From an optimization exercise on the open Yosys and OpenROAD flow, aimed at small area and a short achievable clock period; shortcuts taken in it are not production practice. Function was checked by simulation only, so behaviour that the tests miss may differ from the original. Power figures rest on the tool's default switching activity, not on a simulated workload.

== quartz ==
==> flow/design.v (excerpt) <==
module frame_codec (
    input  wire        clk,
    input  wire        rst,           
    input  wire        cmd_valid,
    input  wire [7:0]  cmd_op,
    input  wire [7:0]  cmd_arg,       
    input  wire [63:0] cmd_value,     
    output reg         resp_valid,
    output wire [7:0]  resp_status,
    output wire [63:0] resp_data,
    output reg         pay_valid,
    output reg  [7:0]  pay_byte,
    output wire [15:0] frm_version,
    output wire [15:0] frm_flags,
    output wire [63:0] frm_sequence,
    output wire [63:0] frm_reserved
);
    localparam [1:0] S_HEADER  = 2'd0;
    localparam [1:0] S_PAYLOAD = 2'd1;
    localparam [1:0] S_RESYNC  = 2'd2;
    localparam [1:0] S_CLOSED  = 2'd3;
    localparam [3:0] R_OK        = 4'b0000;
    localparam [3:0] R_NEED_MORE = 4'b0001;
    localparam [3:0] R_HEADER_OK = 4'b0010;
    localparam [3:0] R_FRAME     = 4'b0011;
    localparam [3:0] R_INV_HDR   = 4'b0100;
    localparam [3:0] R_BAD_VER   = 4'b0101;
    localparam [3:0] R_TOO_LARGE = 4'b0110;
    localparam [3:0] R_CRC_MISM  = 4'b0111;
  ...
For scale: roughly 2500 cells after synthesis, about 440 flip-flops, about 330 I/O pins, about 25000 sq um of cells after synthesis.
export LEC_CHECK = 0
export CAP_MARGIN = 0
export CORE_MARGIN = 2
export CORE_UTILIZATION = 55
export CTS_BUF_LIST = sky130_fd_sc_hd__clkbuf_4 sky130_fd_sc_hd__clkbuf_8
export CTS_CLUSTER_SIZE = 12
export SETUP_SLACK_MARGIN = 2.6
export SLEW_MARGIN = 0
create_clock -name core_clock -period 5.0 [get_ports {clk}]
standard.sh (not shown) runs the stock make flow with config.mk's settings and CLKGATE_MAP_FILE= SYNTH_SCRIPT=/design/flow/synth_recipe.tcl, a recipe that flattens the netlist after the stock synthesis.
==> flow/flow/run.sh <==
#!/bin/bash
set -euo pipefail
bash standard.sh finish "BUFFER_PORTS_ARGS=-buffer_cell sky130_fd_sc_hd__buf_1" > make.log 2>&1
The following lists how amber was set up differently from quartz:
==> flow/flow/run.sh <==
#!/bin/bash
set -euo pipefail
bash standard.sh finish "BUFFER_PORTS_ARGS=-buffer_cell sky130_fd_sc_hd__buf_2" > make.log 2>&1
diff --git a/flow/config.mk b/flow/config.mk
--- a/flow/config.mk
+++ b/flow/config.mk
@@ -8 +8 @@
-export CAP_MARGIN = 0
+export CAP_MARGIN = 10
@@ -10 +10 @@
-export CORE_UTILIZATION = 55
+export CORE_UTILIZATION = 65
@@ -12,0 +13 @@
+export PLACE_DENSITY = 0.72
@@ -14 +15 @@
-export SLEW_MARGIN = 0
+export SLEW_MARGIN = 10
Results
- Relative to quartz, the overall power of the completed layout measured on amber has decreased by a few percent.
- amber finished every step from synthesis to the final layout, and the layout passed the timing, design-rule and antenna checks.
- Between amber and quartz, it is amber whose final cell count is lower, by 70.
- [compare] base=quartz new=amber: final-layout non-clock buffer area share up 1.4 points; signed area change from the synthesized netlist to the final layout increased 1.5 points; initial core utilization moved up.
- Routed metal-1 wirelength in amber vs quartz: down 3400 um
- Reported for amber and quartz, final hold violation count turned out identical to the last digit.
- amber against quartz: number of tapcells fell 14%, minimum clock period after layout rose by 650 ps, final setup slack of the worst path went down by 650 ps.
[inputs] garnet vs amber
==> flow/flow/run.sh <==
#!/bin/bash
set -euo pipefail
bash standard.sh finish "BUFFER_PORTS_ARGS=-buffer_cell sky130_fd_sc_hd__buf_1" > make.log 2>&1
diff --git a/flow/config.mk b/flow/config.mk
--- a/flow/config.mk
+++ b/flow/config.mk
@@ -10 +10 @@
-export CORE_UTILIZATION = 65
+export CORE_UTILIZATION = 55
@@ -13,2 +13 @@
-export PLACE_DENSITY = 0.72
-export SETUP_SLACK_MARGIN = 2.6
+export SETUP_SLACK_MARGIN = 2.7
Results
Going from amber to garnet, final critical delay including setup and external delays shrinks by 610 ps.
Going from amber to garnet, the post-route worst hold slack was found to have gone down by 30 ps.
Lower worst setup margin among garnet and amber: amber
amber and garnet ended up with roughly the same combinational power.
Looking at standard cell with the maximum stage delay on the critical path, the o41ai_4 result is from garnet; the xor2_1 one comes from amber.

-- static timing again, ports no longer ideal --
The results above use ideal ports. As a check the final layouts listed here were re-extracted and re-timed, cells and wires unchanged.
Step 1 sets driving cells, clkbuf_16 on the clock port and buf_2 on the other inputs (assumed; they add their load-dependent delay and slew).
Step 2 times the ports against the registers' clock, not the clock port: input delays grow and output delays shrink by t, the midpoint of the rising clock arrivals with the driver on.
Three values: ideal ports, drivers, drivers and shift; two values: the first two.
| run | shift t [ns] | slack for setup (ns) | slew at the worst register clock pin (ns) | worst slew at a driven data input, ns | cell pins on the clock port's net |
|---|---|---|---|---|---|
| quartz | 0.736 | 2.512 / 2.484 / 1.747 | 0.07 / 0.07 | 0.08 | 1 |
| amber | 0.739 | 1.866 / 1.866 / 1.529 | 0.08 / 0.08 | 0.10 | 1 |
| garnet | 0.748 | 2.472 / 2.472 / 1.753 | 0.07 / 0.07 | 0.13 | 1 |
After both steps setup and hold are still met in every run listed. The setup slack of quartz, which loses most, moves by -0.028 ns with the drivers and by -0.765 ns with both steps.
